This design comes from an exercise in tuning for small area and a short achievable clock period on the open sky130 flow, not from production work. Only simulation tests tie the RTL to the original design; equivalence was not proved. Power figures rest on the tool's default switching activity, not on a simulated workload.

## job 101
## amaf_core
module amaf_core (
    input  wire        clk,
    input  wire        rst,
    input  wire        s_valid,
    input  wire [15:0] s_data,
    output wire        s_ready,
    output wire [15:0] cv_avg,
    input  wire [15:0] cv_mv,
    output wire        o_valid,
    output wire [69:0] o_data
);
Size in the first run: ~2700 cells after synthesis, about 1600 flip-flops, roughly 55000 sq um of cells after synthesis.
clock: 20.0 ns
lec_check: 0
cap_margin: 20
core_margin: 2
core_utilization: 40
cts_buf_list: sky130_fd_sc_hd__clkbuf_8
cts_cluster_size: 40
slew_margin: 20
run.sh (not shown) runs the stock make flow with config.mk's settings and CLKGATE_MAP_FILE= SYNTH_SCRIPT=/design/flow/synth_recipe.tcl, a recipe that flattens the netlist after the stock synthesis.
#### Input delta (job 102 over job 101)
==> flow/flow/run.sh (new file) <==
#!/bin/bash
# Standard ORFS layout with a tighter internal repair target and a leaner
# clock tree. The SDC (period, I/O delays, loads) is the standard flow's, unchanged.
set -euo pipefail
bash standard.sh synth > synth.log 2>&1
bash standard.sh \
  REMOVE_ABC_BUFFERS=1 \
  SETUP_SLACK_MARGIN=9 \
  "CTS_ARGS=-sink_clustering_enable -repair_clock_nets -dont_use_dummy_load -buf_list sky130_fd_sc_hd__clkbuf_8" \
  finish > layout.log 2>&1
==> flow/standard.sh (new file) <==
#!/bin/bash
# synth_recipe.tcl (not shown) runs the flow's synth.tcl, then flattens the netlist and writes it again
# the make line also repeats each setting of config.mk as NAME=value (left out here)
make -C /OpenROAD-flow-scripts/flow DESIGN_CONFIG=/design/flow/config.mk WORK_HOME=/design/flow/orfs CLKGATE_MAP_FILE= SYNTH_SCRIPT=/design/flow/synth_recipe.tcl "${@:-finish}"
removed: flow/run.sh
Notes after the runs:
The more densely filled core belongs to job 101, not job 102.
Re die area: no difference whatsoever between job 102 and job 101.
In the tables for job 101 and job 102, part of the power in combinational logic reads higher with job 102.
Cmp job 101 and job 102 / non-clock buffer count / higher: job 102
Per the comparison of job 102 with job 101, wire length reported by the detailed router picked up an extra about 2%, met2 routing resource usage after global routing barely changed, sequential share of cell area went up, area added between synthesis and finish fell 1.0 points.


## north
amaf_core, a different RTL version from the one above (not shown whole).
For scale: roughly 120 I/O pins.
clock: 20.0 ns
lec_check: 0
cap_margin: 20
core_margin: 2
core_utilization: 40
cts_buf_list: sky130_fd_sc_hd__clkbuf_8
slew_margin: 20
synth_hierarchical: 1
standard.sh (not shown) runs the stock make flow with config.mk's settings and CLKGATE_MAP_FILE= SYNTH_SCRIPT=/design/flow/synth_recipe.tcl, a recipe that flattens the netlist after the stock synthesis.
==> flow/flow/run.sh <==
#!/bin/bash
# Standard ORFS layout with a tighter internal repair target and a leaner
# clock tree. The SDC (period, I/O delays, loads) is the standard flow's, unchanged.
set -euo pipefail
bash standard.sh synth > synth.log 2>&1
bash standard.sh \
  REMOVE_ABC_BUFFERS=1 \
  SETUP_SLACK_MARGIN=10.5 \
  "CTS_ARGS=-sink_clustering_enable -repair_clock_nets -dont_use_dummy_load -buf_list sky130_fd_sc_hd__clkbuf_8 -sink_clustering_size 16 -sink_clustering_max_diameter 80" \
  finish > layout.log 2>&1
The inputs of south differ from those of north as listed below.
==> flow/flow/run.sh <==
#!/bin/bash
# Standard ORFS layout with a tighter internal repair target and a leaner
# clock tree. The SDC (period, I/O delays, loads) is the standard flow's, unchanged.
set -euo pipefail
bash standard.sh synth > synth.log 2>&1
bash standard.sh \
  REMOVE_ABC_BUFFERS=1 \
  SETUP_SLACK_MARGIN=10.5 \
  "CTS_ARGS=-sink_clustering_enable -repair_clock_nets -dont_use_dummy_load -buf_list sky130_fd_sc_hd__clkbuf_16 -sink_clustering_size 20 -sink_clustering_max_diameter 100" \
  finish > layout.log 2>&1
## What came out
[compare] base=north new=south: wire length of the first global-routing pass comparable, worst setup slack now smaller. Against north, minimum clock period in south came out worse.
Setup changes, south to east
==> flow/flow/run.sh <==
#!/bin/bash
# Standard ORFS layout with a tighter internal repair target, plain small
# port buffers and a leaner clock tree. The SDC (period, I/O delays, loads)
# is the standard flow's, unchanged.
set -euo pipefail
bash standard.sh synth > synth.log 2>&1
bash standard.sh \
  REMOVE_ABC_BUFFERS=1 \
  SETUP_SLACK_MARGIN=10.5 \
  "BUFFER_PORTS_ARGS=-buffer_cell sky130_fd_sc_hd__buf_1" \
  "CTS_ARGS=-sink_clustering_enable -repair_clock_nets -dont_use_dummy_load -buf_list sky130_fd_sc_hd__clkbuf_8 -sink_clustering_size 16 -sink_clustering_max_diameter 80" \
  finish > layout.log 2>&1
Both conditions hold for east: the flow ran to the end and the final layout passed the timing, DRC and antenna checks. south → east: part of the power in the clock network lost 3.8 points, register-to-register slack lost 0.06 ns. east vs south, instance count: east higher. Compared with south, east shows utilization after layout lower by 1.1 points. south and east ended up with roughly the same number of vias after detailed routing. Going from south to east, global-route wire length before repair shrank slightly. Taking south as the reference, in east met3 capacity usage during global routing fell by 0.44 points, final critical delay including setup and external delays went down, multi-input logic portion of the cell area held. Summary of east over south: flop and latch count out of synthesis did not really move; highest fanout seen on the critical path decreased by 1 relative to the old numbers.
Relative to east, the following input files were edited for west:
diff --git a/flow/flow/run.sh b/flow/flow/run.sh
--- a/flow/flow/run.sh
+++ b/flow/flow/run.sh
@@ -7,5 +7,5 @@
 bash standard.sh \
   REMOVE_ABC_BUFFERS=1 \
-  SETUP_SLACK_MARGIN=10.5 \
+  SETUP_SLACK_MARGIN=11.5 \
   "BUFFER_PORTS_ARGS=-buffer_cell sky130_fd_sc_hd__buf_1" \
   "CTS_ARGS=-sink_clustering_enable -repair_clock_nets -dont_use_dummy_load -buf_list sky130_fd_sc_hd__clkbuf_8 -sink_clustering_size 16 -sink_clustering_max_diameter 80" \
### Flow results
Each of the runs, namely west and east, reached the end of the flow and came out clean.
The area growth from synthesis to layout in west sits 0.35 points above the value recorded for east.
Compared with east, in west sequential fraction of design power shrank by 0.2 points, latest clock arrival within the worst-skew pair grew by 0.02 ns, cell internal power dissipation held steady.
| total non-filler cell area in the finished layout | west vs east | worse |
Global-route usage over all layers delta (east -> west): insignificant


## JK
amaf_core, a different RTL version from the one above (not shown whole).
Size in the first run: about 2800 cells after synthesis.
## amaf_core
module amaf_core (
    input  wire        clk,
    input  wire        rst,
    input  wire        s_valid,
    input  wire [15:0] s_data,
    output wire        s_ready,
    output wire [15:0] cv_avg,
    input  wire [15:0] cv_mv,
    output wire        o_valid,
    output wire [69:0] o_data
);
    localparam integer N  = 128;
    localparam integer DW = 12;
    reg        [DW-1:0] dif [0:N-1];   
    reg signed [15:0]   last_raw;      
    reg signed [15:0]   ev;            
    reg signed [15:0]   avg;           
    reg        [6:0]    sum_lo;        
    reg        [6:0]    cnt;           
    reg                 wrapped;       
    reg                 err_sticky;
    reg               o_valid_r;
    reg signed [15:0] o_mv;
    reg        [5:0]  o_step;
    reg               o_act;
    reg               o_chg;
    reg               o_err;
    reg        [1:0]  o_path;
    wire primed = |o_path;
    wire tick   = s_valid && !rst;
    wire signed [15:0] raw = s_data;
    wire signed [22:0] sum = {avg, sum_lo};
    wire signed [16:0] hi       = avg + 17'sd1000;
    wire signed [16:0] lo       = avg - 17'sd1000;
  ...
==> flow/config.mk <==
export PLATFORM = sky130hd
export DESIGN_NAME = amaf_core
export DESIGN_NICKNAME = amaf_core
export VERILOG_FILES = /design/flow/design.v
export SDC_FILE = /design/flow/constraint.sdc
export NUM_CORES = 4
export LEC_CHECK = 0
export CAP_MARGIN = 10
export CORE_MARGIN = 2
export CORE_UTILIZATION = 40
export CTS_BUF_LIST = sky130_fd_sc_hd__clkbuf_8
export PLACE_DENSITY = 0.75
export SLEW_MARGIN = 10
export SYNTH_HIERARCHICAL = 1
==> flow/constraint.sdc <==
create_clock -name core_clock -period 20.0 [get_ports {clk}]
set_input_delay 4.0000 -clock core_clock [delete_from_list [all_inputs] [get_ports {clk}]]
set_output_delay 4.0000 -clock core_clock [all_outputs]
set_load 0.01 [all_outputs]
==> flow/flow/run.sh <==
#!/bin/bash
# Standard ORFS layout with a tighter internal repair target, plain small
# port buffers and a leaner clock tree. The SDC (period, I/O delays, loads)
# is the standard flow's, unchanged.
set -euo pipefail
bash standard.sh synth > synth.log 2>&1
bash standard.sh \
  REMOVE_ABC_BUFFERS=1 \
  SETUP_SLACK_MARGIN=10.5 \
  "BUFFER_PORTS_ARGS=-buffer_cell sky130_fd_sc_hd__buf_1" \
  "CTS_ARGS=-sink_clustering_enable -repair_clock_nets -dont_use_dummy_load -buf_list sky130_fd_sc_hd__clkbuf_8 -sink_clustering_size 16 -sink_clustering_max_diameter 80" \
  finish > layout.log 2>&1
JK: flow completed, timing, DRC and antenna clean
Edits applied to the flow inputs when going from JK to MS:
Settings: SLEW_MARGIN: 10 -> 20; CAP_MARGIN: 10 -> 20.
diff --git a/flow/flow/run.sh b/flow/flow/run.sh
--- a/flow/flow/run.sh
+++ b/flow/flow/run.sh
@@ -10,3 +10,3 @@
   "BUFFER_PORTS_ARGS=-buffer_cell sky130_fd_sc_hd__buf_1" \
-  "CTS_ARGS=-sink_clustering_enable -repair_clock_nets -dont_use_dummy_load -buf_list sky130_fd_sc_hd__clkbuf_8 -sink_clustering_size 16 -sink_clustering_max_diameter 80" \
+  "CTS_ARGS=-sink_clustering_enable -repair_clock_nets -dont_use_dummy_load -buf_list sky130_fd_sc_hd__clkbuf_8 -sink_clustering_size 18 -sink_clustering_max_diameter 90" \
   finish > layout.log 2>&1
| final instance area | MS vs JK | ≈ equal |
Cmp JK and MS / post-route worst hold slack / higher: MS
Between JK and MS, the number of nets in the final layout is lower for MS.
In MS, the total power came out about 1.1% below the value in JK.
The detailed route wirelength on metal2 was comparable across JK and MS.
MS vs. JK: count of buffers inserted at the top-level ports held, final cycle utilization of the critical path held.
Delta(fraction of layout instances using a drive strength above 1, MS - JK) < 0
Setup changes, MS to AL
diff --git a/flow/flow/run.sh b/flow/flow/run.sh
--- a/flow/flow/run.sh
+++ b/flow/flow/run.sh
@@ -10,3 +10,3 @@
   "BUFFER_PORTS_ARGS=-buffer_cell sky130_fd_sc_hd__buf_1" \
-  "CTS_ARGS=-sink_clustering_enable -repair_clock_nets -dont_use_dummy_load -buf_list sky130_fd_sc_hd__clkbuf_8 -sink_clustering_size 18 -sink_clustering_max_diameter 90" \
+  "CTS_ARGS=-sink_clustering_enable -repair_clock_nets -dont_use_dummy_load -buf_list sky130_fd_sc_hd__clkbuf_8 -sink_clustering_size 16 -sink_clustering_max_diameter 80" \
   finish > layout.log 2>&1
==> comparison <==
Diff AL..MS | final cell count without fillers | negligible. Combinational power across MS and AL: no real change. STATUS switching power: AL loses against MS. MS completed; timing, DRC and antenna clean. AL completed every stage of the flow, and the final layout passed the timing, DRC and antenna checks. Part of the total power dissipated in the clock network for AL is higher than for MS. Compared with MS, in AL worst hold slack went down 0.0052 ns, worst setup slack went down 0.0088 ns, first-pass GRT wire length held, fraction of final layout cells with drive strength greater than 1 went up 0.35 points, detail-routed via count per cell held. On maximum frequency, MS tracks AL almost exactly. The final cell area excluding filler cells on AL is in line with that on MS.

==> port drivers added, routing unchanged <==
In the flow no input, the clock included, has a driving cell. The finished layouts below were timed again as built, in two steps. Step 1, drivers: a clkbuf_16 drives clk and a buf_2 each remaining input, both assumed. Step 2, shift: input delay + t, output delay - t, t = (earliest + latest rising clock arrival at the registers) / 2. This alone moves slack from input paths to output paths. Three values: no drivers, after step 1, after step 2; two values: the first two.
| run | t, ns | slack for setup (ns) | worst setup path after step 2 | clock arrival spread, ns | worst slew at a driven data input, ns |
|---|---|---|---|---|---|
| job 101 | 0.944 | 7.738 / 7.710 / 7.710 | input to output | 0.059 / 0.058 | 0.09 |
| job 102 | 0.902 | 9.044 / 8.959 / 8.585 | input to register | 0.115 / 0.115 | 0.08 |
| north | 0.824 | 9.430 / 9.333 / 9.333 | input to output | 0.119 / 0.119 | 0.09 |
| south | 0.730 | 9.418 / 9.318 / 9.318 | input to output | 0.084 / 0.085 | 0.10 |
| east | 0.814 | 9.436 / 9.338 / 9.338 | input to output | 0.149 / 0.149 | 0.09 |
| west | 0.814 | 9.445 / 9.346 / 9.346 | input to output | 0.148 / 0.148 | 0.10 |
| JK | 0.811 | 9.699 / 9.658 / 9.658 | input to output | 0.116 / 0.115 | 0.10 |
| MS | 0.798 | 9.702 / 9.663 / 9.663 | input to output | 0.147 / 0.147 | 0.10 |
| AL | 0.811 | 9.694 / 9.653 / 9.653 | input to output | 0.115 / 0.116 | 0.10 |
After both steps every run listed still meets setup and hold. The setup slack of job 102, which loses most, moves by -0.085 ns with the drivers and by -0.459 ns with both steps.
